Source: an optimization exercise on an open RTL-to-GDS flow (aim: small area). Production flows keep margins and buffers that such runs may drop.
The RTL was checked by simulation tests, not by an equivalence proof against the original design.
Power and IR drop assume default switching activity.

`flow/flow/run.sh`:
```
#!/bin/bash
# Layout flow: the standard synthesis; an area re-mapping of its
# combinational logic (the registers, their names and cell types are kept;
# the result is used only if Yosys proves it equivalent to the standard
# netlist and it is smaller); then the standard ORFS layout with 1x port
# buffers and a clock tree without dummy loads.
# Each tool's output goes to a log of its own in this folder.
set -euo pipefail
HERE=$(pwd)
F=$HERE/flow
LIB=$FLOW_HOME/platforms/sky130hd/lib/sky130_fd_sc_hd__tt_025C_1v80.lib
R=$HERE/orfs/results/sky130hd/nvj_fd/base
YOSYS=$FLOW_HOME/../tools/install/yosys/bin/yosys
command -v yosys > /dev/null && YOSYS=$(command -v yosys)
KNOBS=(
  "BUFFER_PORTS_ARGS=-buffer_cell sky130_fd_sc_hd__buf_1"
  "CTS_ARGS=-sink_clustering_enable -repair_clock_nets -dont_use_dummy_load -buf_list {sky130_fd_sc_hd__clkbuf_8} -sink_clustering_size 50 -sink_clustering_max_diameter 100"
)

bash standard.sh "${KNOBS[@]}" synth > synth.log 2>&1

D=$HERE/resyn
mkdir -p $D
python3 $F/libfilt.py $LIB $D > libfilt.log 2>&1
cp $R/1_2_yosys.v $D/std.v

area() { awk '/Chip area/ {print $NF}' "$1"; }

# Area of the standard netlist.
cat > $D/std.ys <<EOF
read_liberty -lib $LIB
read_verilog $D/std.v
hierarchy -top nvj_fd
tee -o $D/std.stat stat -liberty $LIB
EOF
$YOSYS -s $D/std.ys > resyn_std.log 2>&1
best=$D/std.v
best_area=$(area $D/std.stat)

for S in area area2 area3; do
cur=$D/std.v
for i in 1 2 3; do
  n=${S}_$i
  cat > $D/$n.ys <<EOF
read_liberty $D/comb.lib
read_liberty -lib -ignore_redef $LIB
read_verilog $cur
hierarchy -top nvj_fd
flatten
rename -hide w:_*_.*
opt_clean -purge
abc -liberty $D/small.lib -script $F/$S.abc
read_liberty -lib -ignore_redef $LIB
setundef -zero
splitnets
opt_clean -purge
hilomap -singleton -hicell sky130_fd_sc_hd__conb_1 HI -locell sky130_fd_sc_hd__conb_1 LO
insbuf -buf sky130_fd_sc_hd__buf_1 A X
check -assert -mapped
tee -o $D/$n.stat stat -liberty $LIB
write_verilog -noattr -nohex -nodec $D/$n.v
EOF
  if ! $YOSYS -s $D/$n.ys > resyn_$n.log 2>&1; then break; fi
  # Prove the re-mapped netlist equivalent to the standard one.
  cat > $D/e_$n.ys <<EOF
read_liberty -ignore_miss_func $LIB
read_verilog $D/std.v
rename nvj_fd gold
read_verilog $D/$n.v
rename nvj_fd gate
hierarchy -check
flatten gold gate
rename -hide w:_*
opt_clean
equiv_make gold gate equiv
hierarchy -top equiv
equiv_simple -seq 2
equiv_induct -seq 2
equiv_status -assert
EOF
  if ! $YOSYS -s $D/e_$n.ys > resyn_e_$n.log 2>&1; then break; fi
  a=$(area $D/$n.stat)
  if awk -v a="$a" -v b="$best_area" 'BEGIN { exit !(a < b) }'; then
    best=$D/$n.v
    best_area=$a
  fi
  cur=$D/$n.v
done
done
echo "netlist: $best ($best_area um2)" > resyn.log

if [ "$best" != "$D/std.v" ]; then
  cp $best $R/1_2_yosys.v
  touch $R/1_2_yosys.v
fi

bash standard.sh "${KNOBS[@]}" finish > finish.log 2>&1
```
`flow/flow/area.abc`:
```
strash
&get -n
&st
&dch -f
&nf -a -R 1000
&put
```
`flow/flow/area2.abc`:
```
strash
drwsat
&get -n
&st
&dch -f
&nf -a -R 1000
&put
```
`flow/flow/area3.abc`:
```
&get -n; &st; &dch; &nf -R 1000; &put; topo; dnsize
```
`flow/flow/libfilt.py`:
```
import re, sys
# usage: libfilt.py in.lib outdir
# Writes outdir/comb.lib (plain combinational logic cells, used as functional
# models) and outdir/small.lib (their smallest drive strengths, the cells
# the area re-mapping may use). Sequential, clock, delay, tap and
# low-power cells are left out.
src = open(sys.argv[1]).read()
keep_re = re.compile(r'^sky130_fd_sc_hd__(a\d+[a-z0-9]*|o\d+[a-z0-9]*|and\d[a-z]*|or\d[a-z]*|nand\d[a-z]*|nor\d[a-z]*|xor\d|xnor\d|inv|buf|clkbuf|clkinv|mux2i?|mux4|maj3|fa|ha)_\d+$')
m = re.search(r'\n\s*cell\s*\(', src)
head = src[:m.start()]
rx = re.compile(r'\n\s*cell\s*\(\s*"?([A-Za-z0-9_]+)"?\s*\)\s*\{')
cells = []
pos = m.start()
while True:
    m = rx.search(src, pos)
    if not m:
        break
    depth = 0
    j = m.end() - 1
    while True:
        c = src[j]
        if c == '{':
            depth += 1
        elif c == '}':
            depth -= 1
            if depth == 0:
                break
        j += 1
    block = src[m.start():j + 1]
    name = m.group(1)
    if keep_re.match(name) and not re.search(r'\b(ff|latch|statetable)\s*\(', block) \
            and 'dont_use : true' not in block:
        cells.append((name, block))
    pos = j + 1
def write(fn, keep):
    with open(fn, 'w') as f:
        f.write(head + ''.join(b for n, b in cells if keep(n)) + '\n}\n')
write(sys.argv[2] + '/comb.lib', lambda n: True)
write(sys.argv[2] + '/small.lib',
      lambda n: re.search(r'_(0|1)$', n) and not re.search(r'__(fa|ha)_', n))
print(len(cells), 'combinational cells')
```
`flow/standard.sh`:
```
#!/bin/bash
# synth_recipe.tcl (not shown) runs the flow's synth.tcl, then flattens the netlist and writes it again
# the make line also repeats each setting of config.mk as NAME=value (left out here)
make -C /OpenROAD-flow-scripts/flow DESIGN_CONFIG=/design/flow/config.mk WORK_HOME=/design/flow/orfs CLKGATE_MAP_FILE= SYNTH_SCRIPT=/design/flow/synth_recipe.tcl "${@:-finish}"
```
`flow/config.mk`:
```
export PLATFORM = sky130hd
export DESIGN_NAME = nvj_fd
export DESIGN_NICKNAME = nvj_fd
export VERILOG_FILES = /design/flow/design.v
export SDC_FILE = /design/flow/constraint.sdc
export NUM_CORES = 4
export LEC_CHECK = 0
export CAP_MARGIN = 0
export CORE_MARGIN = 2
export CORE_UTILIZATION = 80
export PLACE_DENSITY = 0.88
export SLEW_MARGIN = 0
```
`flow/constraint.sdc`:
```
create_clock -name core_clock -period 10.0 [get_ports {clk}]
set_input_delay 2.0000 -clock core_clock [delete_from_list [all_inputs] [get_ports {clk}]]
set_output_delay 2.0000 -clock core_clock [all_outputs]
set_load 0.01 [all_outputs]
```
`flow/design.v`:
```
module nvj_frm (
    input  wire        clk,
    input  wire        rst,
    input  wire        cmd_valid,
    input  wire [7:0]  cmd_code,
    input  wire [16:0] cmd_arg,
    output wire        cmd_ready,
    output wire        tx_valid,
    output wire [7:0]  tx_data,
    input  wire        tx_ready,
    output wire        busy,
    output reg         err_code
);
    localparam [3:0] B0 = 4'b0000, B1 = 4'b0001, B2 = 4'b0010, B3 = 4'b0011,
                     B4 = 4'b1000, B5 = 4'b0100, B6 = 4'b0101, B7 = 4'b0110,
                     B8 = 4'b0111, B9 = 4'b1001, IDLE = 4'b1100;
    reg [3:0]  st;
    reg        c_play;     
    reg [15:0] p;          
    wire is_rst  = (cmd_code == 8'h0C);
    wire is_vol  = (cmd_code == 8'h06);
    wire is_play = (cmd_code == 8'h03);
    wire code_ok = is_rst | is_vol | is_play;
    wire f_busy = !(st[3] && st[2]);
    assign cmd_ready = !f_busy;
    assign tx_valid  = f_busy;
    assign busy      = f_busy;
    wire        neg   = cmd_arg[16];
    wire        zero  = (cmd_arg[15:0] == 16'd0);
    wire        big   = (cmd_arg[15:5] != 11'd0) || (cmd_arg[4:0] == 5'd31);
    reg  [15:0] param;
    always @(*) begin
        if (is_play)     param = (neg || zero) ? 16'd1 : cmd_arg[15:0];
        else if (is_vol) param = neg ? 16'd0 : big ? 16'd30 : {11'd0, cmd_arg[4:0]};
        else             param = 16'd0;
    end
    wire       c_rst = p[15] && !c_play;
    wire [7:0] ph    = {p[15] && c_play, p[14:8]};
    wire [7:0] code = {4'h0, c_rst, !c_play, !c_rst, c_play};
    wire       c_vol = !c_rst && !c_play;
    wire [7:0] a = {ph[7:4], ph[3] | c_rst, ph[2], ph[1] | c_vol, ph[0] | !c_play};
    wire [8:0] uc;
    wire [7:0] u;
    assign uc[0] = 1'b1;
    genvar i;
    generate
        for (i = 0; i < 8; i = i + 1) begin : g_u
            assign u[i]    = a[i] ^ p[i] ^ uc[i];
            assign uc[i+1] = (a[i] & p[i]) | (uc[i] & (a[i] ^ p[i]));
        end
    endgenerate
    wire [9:0] c;
    wire [9:0] t;
    assign t[0] = u[0];
    assign t[1] = ~u[1];
    assign t[2] = ~(u[2] ^ u[1]);
    assign c[3] = u[2] | u[1];
    generate
        for (i = 3; i < 8; i = i + 1) begin : g_t
            assign t[i]   = u[i] ^ c[i];
            assign c[i+1] = u[i] & c[i];
        end
    endgenerate
    assign t[8] = ~(uc[8] ^ c[8]);
    assign t[9] = uc[8] | c[8];
    wire [7:0] ch = {6'b111111, ~t[9:8]};
    wire [7:0] cl = ~t[7:0];
    wire i3 = st[3], i2 = st[2], i1 = st[1], i0 = st[0];
    wire blk_a = !i3 && !i2;         
    wire blk_v = !i3 &&  i2;         
    wire blk_x =  i3 && !i2;         
    wire s5 = blk_v && !i1 && !i0;
    wire s6 = blk_v && !i1 &&  i0;
    wire s7 = blk_v &&  i1 && !i0;
    wire s8 = blk_v &&  i1 &&  i0;
    wire s3 = blk_a &&  i1 &&  i0;
    wire s01 = blk_a && !i1;         
    wire s9 = blk_x && i0;           
    wire s2 = blk_a && i1 && !i0;    
    wire [7:0] cst;
    assign cst[7] = (s01 && i0) || s9;
    assign cst[6] = s01 || s9;
    assign cst[5] = s01 || s9;
    assign cst[4] = s01;
    assign cst[3] = s01 || s9 || (s3 && c_rst);
    assign cst[2] = s01 || s9 || s2 || (s3 && !c_play);
    assign cst[1] = s01 || s9 || s2 || (s3 && !c_rst);
    assign cst[0] = (s01 && i0) || s9 || (s3 && c_play);
    assign tx_data = cst | ({8{s5}} & ph) | ({8{s6}} & p[7:0]) |
                     ({8{s7}} & ch) | ({8{s8}} & cl);
    wire [3:0] nxt = i3        ? {i0, 1'b1, 1'b0, 1'b0} :
                     (i1 & i0) ? {1'b1, 1'b0, 1'b0, i2} :
                                 {1'b0, i2, i1 ^ i0, !i0};
    always @(posedge clk) begin
        if (!f_busy) begin
            p      <= {param[15] | is_rst, param[14:0]};
            c_play <= is_play;
        end
    end
    always @(posedge clk) begin
        if (rst) begin
            st       <= IDLE;
            err_code <= 1'b0;
        end else if (f_busy) begin
            if (tx_ready) st <= nxt;
        end else if (cmd_valid) begin
            if (code_ok) st       <= B0;
            else         err_code <= 1'b1;
        end
    end
endmodule
module nvj_tpd #(
    parameter ID_MAX_BYTES = 10,
    parameter IDW          = 8 * ID_MAX_BYTES
) (
    input  wire           clk,
    input  wire           rst,
    input  wire           smp_valid,
    input  wire           smp_present,
    input  wire [3:0]     smp_len,
    input  wire [IDW-1:0] smp_id,
    output wire           ev_valid,
    output wire           ev_kind,
    output wire [3:0]     ev_len,
    output wire [IDW-1:0] ev_id,
    output wire           present,
    output reg            err_len
);
    reg           d_present;
    reg           d_ev;
    reg [3:0]     d_len;
    reg [IDW-1:0] d_id;
    wire len_ok = (smp_len != 4'd0) && (smp_len <= ID_MAX_BYTES);
    wire [3:0] l = d_len;
    wire [ID_MAX_BYTES-1:0] below;
    assign below[0] = 1'b1;
    assign below[1] = l[3] | l[2] | l[1];
    assign below[2] = l[3] | l[2] | (l[1] & l[0]);
    assign below[3] = l[3] | l[2];
    assign below[4] = l[3] | (l[2] & (l[1] | l[0]));
    assign below[5] = l[3] | (l[2] & l[1]);
    assign below[6] = l[3] | (l[2] & l[1] & l[0]);
    assign below[7] = l[3];
    assign below[8] = l[3] & (l[1] | l[0]);
    assign below[9] = l[3] & l[1];
    reg diff;
    integer k;
    always @(*) begin
        diff = (d_len != smp_len);
        for (k = 0; k < ID_MAX_BYTES; k = k + 1)
            if (below[k] && d_id[8*k +: 8] != smp_id[8*k +: 8]) diff = 1'b1;
    end
    wire load = smp_valid && smp_present && len_ok;
    always @(posedge clk) begin
        if (load) begin
            d_len <= smp_len;
            d_id  <= smp_id;
        end
    end
    always @(posedge clk) begin
        if (rst) begin
            d_present <= 1'b0;
            d_ev      <= 1'b0;
            err_len   <= 1'b0;
        end else begin
            d_ev <= smp_valid && (smp_present ? (len_ok && (!d_present || diff)) : d_present);
            if (smp_valid) begin
                if (!smp_present)  d_present <= 1'b0;
                else if (len_ok)   d_present <= 1'b1;
                else               err_len   <= 1'b1;
            end
        end
    end
    assign present  = d_present;
    assign ev_valid = d_ev;
    assign ev_kind  = d_ev && !d_present;
    assign ev_len   = d_ev ? d_len : 4'd0;
    genvar b;
    generate
        for (b = 0; b < ID_MAX_BYTES; b = b + 1) begin : g_out
            wire en = d_ev && below[b];
            assign ev_id[8*b +: 8] = en ? d_id[8*b +: 8] : 8'h00;
        end
    endgenerate
endmodule
module nvj_fd (
    input  wire        clk,
    input  wire        rst,
    input  wire        cmd_valid,
    input  wire [7:0]  cmd_code,
    input  wire [16:0] cmd_arg,
    output wire        cmd_ready,
    output wire        tx_valid,
    output wire [7:0]  tx_data,
    input  wire        tx_ready,
    input  wire        smp_valid,
    input  wire        smp_present,
    input  wire [3:0]  smp_len,
    input  wire [79:0] smp_id,
    output wire        ev_valid,
    output wire        ev_kind,
    output wire [3:0]  ev_len,
    output wire [79:0] ev_id,
    output wire [3:0]  status
);
    wire f_busy, err_code, d_present, err_len;
    nvj_frm u_frm (
        .clk(clk), .rst(rst),
        .cmd_valid(cmd_valid), .cmd_code(cmd_code), .cmd_arg(cmd_arg),
        .cmd_ready(cmd_ready),
        .tx_valid(tx_valid), .tx_data(tx_data), .tx_ready(tx_ready),
        .busy(f_busy), .err_code(err_code)
    );
    nvj_tpd #(.ID_MAX_BYTES(10)) u_tpd (
        .clk(clk), .rst(rst),
        .smp_valid(smp_valid), .smp_present(smp_present),
        .smp_len(smp_len), .smp_id(smp_id),
        .ev_valid(ev_valid), .ev_kind(ev_kind), .ev_len(ev_len), .ev_id(ev_id),
        .present(d_present), .err_len(err_len)
    );
    assign status = {d_present, f_busy, err_len, err_code};
endmodule
```
==> flow_metrics.tcl, run 1 <==
set metrics [dict create \
    numPortBuffers 214 \
    die_w_um 88.8 \
    dieHeight_um 88.8 \
    row_count 30 \
    start_util_pct 83.8 \
    yosys_warnings 2 \
    syn_nets 627 \
    ioPinCount 215 \
    syn_area_um2 5760 \
    status "stopped before the end" \
    tool.error "[ERROR GPL-0301] Utilization 103.075 % exceeds 100%." \
    failed_stage "global placement (3_3_place_gp)" \
    avgSynthCellArea_um2 11.2 \
    synth_cells 512 \
]
==> run 2: changes to the inputs <==
--- a/flow/config.mk
+++ b/flow/config.mk
@@ -9,4 +9,4 @@
 export CORE_MARGIN = 2
-export CORE_UTILIZATION = 80
-export PLACE_DENSITY = 0.88
+export CORE_UTILIZATION = 72
+export PLACE_DENSITY = 0.8
 export SLEW_MARGIN = 0
==> run 2 against run 1 <==
The run now finishes clean. Synthesized cell count unchanged. Area after synthesis unchanged.
==> flow_metrics.tcl, run 2 <==
set metrics [dict create \
    relSlewSlack_pct 24.9 \
    hold_class "reg -> reg" \
    p_leak_uw 0.00225 \
    cts_tree "built" \
    cts.sinks 109 \
    n_antenna_cell 0 \
    ant_nets 0 \
    finalClockSkew_ns 0.0255 \
    fmax_mhz 139 \
    drt_iter0_drc 433 \
    drc 0 \
    grt_max_degree 85 \
    layout_min_cycle_time_ns 7.21 \
    avgSynthCellArea_um2 11.2 \
    multi_input_area_um2 2530 \
    numPortBuffers 214 \
    required_ns 8.00 \
    startpoint_type "register" \
    grt_setup_unrepaired "no" \
    area_growth_pct 18.1 \
    die_w_um 93.4 \
    cap_violations 0 \
    instances_no_fill 833 \
    wl_per_cell_um 18.0 \
    coreArea_um2 7730 \
    dieHeight_um 93.4 \
    numCtsBuffers 9 \
    htreeDepth 3 \
    largest_registers "u_tpd.d_id x80, u_frm.p x16" \
    path_class "reg -> out" \
    fill_cells 410 \
    gp_congestion 0.927 \
    dp_cells 824 \
    slew_viol_final 0 \
    clockBufferDepth 2 \
    clk_latency_ns 0.38 \
    ioPinCount 215 \
    cts_hold_buf 0 \
    wl_um 15000 \
    avgViaCountPerCell 5.95 \
    syn_nets 627 \
    status "finished clean" \
    grt_pass1_wl_um 23200 \
    post_cts_resized 0 \
    post-cts-setup-buffers 0 \
    p_per_area_nw_per_um2 144 \
    gr-total-overflow 0 \
    top_register "u_tpd.d_id" \
    final_common_cell "buf_1" \
    die_area_um2 8730 \
    tightestPinTransition_ns 1.13 \
    drive_gt1_share_pct 1.37 \
    synth_cells 512 \
    grtUsageTotal_pct 34.5 \
    final_cell_mix "214 x buf_1, 101 x edfxtp_1, 63 x and2_0, 44 x xnor2_1, 44 x xor2_1" \
    syn_area_um2 5760 \
    cts_root_buf "clkbuf_8" \
    fin_crit_sh_pct 72.1 \
    cp-end-kind "primary output" \
    dp.final_hpwl_um 11000 \
    fin_nets 848 \
    peakVddDrop_mv 0.0904 \
    row_count 32 \
    num_vias 4958 \
    crit_fanout 6 \
    hold_viol_final 0 \
    largest_register_ffs 80 \
    grt_pass1_vias 4762 \
    clkTransAtPathRegs_ns 0.09 \
    first_pass_iters 5 \
    setup_tns_ns 0 \
    seqCellArea_um2 3190 \
    start_util_pct 74.5 \
    antenna_found_initial 0 \
    holdWs_ns 0.487 \
    arrival_ns 5.21 \
    yosys_warnings 2 \
    setup_violations 0 \
]
run 2: routing by layer:
metal	GRT usage [%]	up-vias	wire length, um
li1	-	2301	-
met1	42.2	2298	5630
met2	60.3	318	7500
met3	6.77	41	1400
met4	13.2	0	444
met5	0	-	0
run 2: final timing paths:
check	to	depth (start not counted)	slack, ns	start
max reg2reg	u_tpd.d_ev$_SDFF_PP0_	6	7.69	u_tpd.d_len[3]$_DFFE_PP_
min reg2reg	u_tpd.err_len$_SDFFE_PP0P_	2	0.49	u_tpd.err_len$_SDFFE_PP0P_
min	u_tpd.err_len$_SDFFE_PP0P_	2	0.49	u_tpd.err_len$_SDFFE_PP0P_
max	tx_data[0]	18	2.79	u_frm.c_play$_DFFE_PP_
run 2: layout make-up:
class	count	area share (%)
clock buffers	9	1.82
inverters	8	0.441
multi-input cells	391	37.1
flip-flops and latches	109	46.9
well taps	102	1.88
repair buffers	214	11.8
run 2: stage by stage:
step | instance area, um2 | worst slack (ns) | total power, uW | util [%]
2_1_floorplan | 5760 | 3.75 | 699 | -
3_3_place_gp | 6680 | 3.55 | 755 | 86.4
3_5_place_dp | 6680 | 3.26 | 768 | 86.4
4_1_cts | 6800 | 2.86 | 975 | 88.1
5_1_grt | 6800 | 2.40 | 1020 | 88.1
6_report | 6800 | 2.79 | 980 | 88.1
run 2: power breakdown:
part           switching [uW]  internal [uW]
logic                     114           75.0
registers                36.3            542
clock network             131           81.3
total                     282            699
run 2: critical path: stages, from the launching register on:
cell and delay (ns):
edfxtp_1 0.46, clkinv_1 0.12, or3_1 0.40, or3_1 0.33, o21ai_0 0.20, a21oi_1 0.20
nor3_1 0.38, nor2_1 0.14, maj3_1 0.41, maj3_1 0.42, maj3_1 0.41, o21ai_0 0.24
nand2_1 0.13, or2_0 0.28, xor2_1 0.17, o21ai_0 0.16, a21oi_1 0.09, o21ai_0 0.16
buf_1 0.17
==> run 3: changes to the inputs <==
--- a/flow/config.mk
+++ b/flow/config.mk
@@ -9,4 +9,4 @@
 export CORE_MARGIN = 2
-export CORE_UTILIZATION = 72
-export PLACE_DENSITY = 0.8
+export CORE_UTILIZATION = 65
+export PLACE_DENSITY = 0.75
 export SLEW_MARGIN = 0
==> run 3 against run 2 <==
Still clean on timing, DRC and antenna. Clock skew increased by 0.013 ns. Synthesized cell count unchanged. Via count decreased by 3.9%. Total power decreased by 0.85%. Non-clock buffer count unchanged. First-iteration DRC count decreased by 39%. Wire length decreased by 7.2%. Maximum frequency increased by 2.8%. Combinational power decreased by 4%. Die area increased by 10%. Setup slack improved by 0.19 ns. Critical path type unchanged. Largest cell class unchanged. Largest power group unchanged.
==> flow_metrics.tcl, run 3 <==
set metrics [dict create \
    status "finished clean" \
    pwr-share-seq_pct 59.4 \
    clkTransAtPathRegs_ns 0.08 \
    p_per_area_nw_per_um2 143 \
    gr-total-overflow 0 \
    finalWorstSetupSlack_ns 2.98 \
    grtUsageTotal_pct 28.5 \
    syn_nets 627 \
    htreeDepth 3 \
    p_leak_uw 0.00225 \
    path_class "reg -> out" \
    pwr-share-comb_pct 18.8 \
    slew_viol_final 0 \
    power_uw 972 \
    setup_violations 0 \
    sw_frac_of_total_pct 28.1 \
    fmax_mhz 143 \
    grt_setup_unrepaired "no" \
    clockBufferDepth 2 \
    first_pass_iters 5 \
    n_antenna_cell 0 \
    peakVddDrop_mv 0.0977 \
    largest_registers "u_tpd.d_id x80, u_frm.p x16" \
    clk_latency_ns 0.36 \
    grt_max_degree 85 \
    row_count 34 \
    relSlewSlack_pct 24.0 \
    drt_iter0_drc 266 \
    largest_register_ffs 80 \
    fin_nets 848 \
    p_clk_share_pct 21.9 \
    setup.worst_path.start "u_frm.c_play$_DFFE_PP_" \
    setup_tns_ns 0 \
    switchingPower_uw 273 \
    r2r_slack_ns 7.63 \
    cts_tree "built" \
    layout_min_cycle_time_ns 7.02 \
    startpoint_type "register" \
    start_util_pct 66.7 \
    ioPinCount 215 \
    grt_pass1_wl_um 21800 \
    ant_nets 0 \
    cts_hold_buf 0 \
    required_ns 8.00 \
    final_cell_mix "214 x buf_1, 101 x edfxtp_1, 63 x and2_0, 44 x xnor2_1, 44 x xor2_1" \
    num_vias 4766 \
    finalClockSkew_ns 0.0385 \
    drive_gt1_share_pct 1.37 \
    synth_cells 512 \
    numPortBuffers 214 \
    syn_area_um2 5760 \
    final_common_cell "buf_1" \
    coreArea_um2 8640 \
    hold_viol_final 0 \
    hold_class "reg -> reg" \
    cts_root_buf "clkbuf_8" \
    die_w_um 98.1 \
    grt_pass1_vias 4596 \
    numCtsBuffers 9 \
    avgSynthCellArea_um2 11.2 \
    top_register "u_tpd.d_id" \
    post-cts-setup-buffers 0 \
    yosys_warnings 2 \
    cts.sinks 109 \
    crit_fanout 6 \
    intPower_uw 699 \
    wl_per_cell_um 16.6 \
    die_area_um2 9630 \
    cap_violations 0 \
    rr_startpoint "u_tpd.d_id[18]$_DFFE_PP_" \
    arrival_ns 5.02 \
    wl_um 13900 \
    antenna_found_initial 0 \
    area_growth_pct 18.3 \
    dp.final_hpwl_um 10800 \
    tightestPinTransition_ns 1.14 \
    hp-start "u_tpd.err_len$_SDFFE_PP0P_" \
    avgViaCountPerCell 5.68 \
    fin_crit_sh_pct 70.2 \
    gp_congestion 0.934 \
    drc 0 \
    dieHeight_um 98.1 \
    dpl_worst_slack_ns 3.35 \
    post_cts_resized 0 \
    cp-end-kind "primary output" \
]
run 3: cell counts in the layout (fill, tap and decap cells not counted):
No cell type changed its count.
run 3: power groups by stage:
stage	Clock (uW)	Combinational, uW	Sequential (uW)
after global routing	229	202	582
after CTS	214	181	576
after detailed placement	0	180	586
after floorplan	0	122	577
after global placement	0	173	583
final	213	182	577
run 3: routing by layer:
layer / track usage, % / vias up / share of wire, %
met5: 0 / - / 0
met3: 5.65 / 29 / 7.7
met4: 10.2 / 0 / 2.5
met1: 36.0 / 2216 / 40
li1: - / 2302 / -
met2: 49.3 / 219 / 50
run 3: worst max-delay path, cell delays in order, from the launching register on:
cell	delay, ns
edfxtp_1	0.45
clkinv_1	0.11
or3_1	0.39
or3_1	0.34
o21ai_0	0.17
a21oi_1	0.17
nor3_1	0.33
nor2_1	0.13
maj3_1	0.41
maj3_1	0.42
maj3_1	0.40
nor2_1	0.13
nand2b_1	0.14
xnor2_1	0.14
or2_0	0.22
nor2b_1	0.18
a31oi_1	0.10
a221oi_1	0.28
buf_1	0.19
run 3: area by class of cell:
cell class	instances	area (um2)
tap	108	135
clock buffer	9	124
sequential	109	3190
multi-input combinational	391	2530
fill	580	1820
inverter	8	30.0
timing repair buffer	214	803
run 3: path summary, 6_finish.rpt:
kind                                      to  cells past startpoint
hold / removal    u_tpd.err_len$_SDFFE_PP0P_                      2
hold reg to reg   u_tpd.err_len$_SDFFE_PP0P_                      2
setup reg to reg       u_tpd.d_ev$_SDFF_PP0_                      7
setup / recovery                  tx_data[1]                     18
run 3: per-stage QoR:
step | instances | hold slack (ns) | area, um2 | utilization, %
floorplan | 512 | 0.435 | 5760 | -
CTS | 839 | 0.503 | 6810 | 78.9
detailed placement | 830 | 0.484 | 6690 | 77.4
finish | 839 | 0.520 | 6810 | 78.9
global route | 839 | 0.542 | 6810 | 78.9
global placement | 830 | 0.458 | 6690 | 77.4

[afterwards: timing with drivers on the ports]
How much do the figures lean on ideal ports? The routed layouts below were timed once more, with nothing changed but the port constraints. Step 1 sets driving cells, clkbuf_16 on the clock port and buf_2 on the other inputs (assumed; they add their load-dependent delay and slew). Step 2 also shifts input and output timing later by t, the mid clock arrival at the registers, as if the neighbouring blocks saw the same clock. a / b / c = no drivers / after step 1 / after step 2; a / b = the first two.
| run | shift t [ns] | setup slack, ns | worst setup path at the end | latest minus earliest clock arrival (ns) | worst register clock-pin slew, ns |
|---|---|---|---|---|---|
| run 2 | 0.396 | 2.790 / 2.755 / 3.151 | register to output | 0.040 / 0.040 | 0.12 / 0.12 |
| run 3 | 0.383 | 2.983 / 2.949 / 3.332 | register to output | 0.044 / 0.044 | 0.12 / 0.12 |
After both steps every run listed still meets setup and hold.
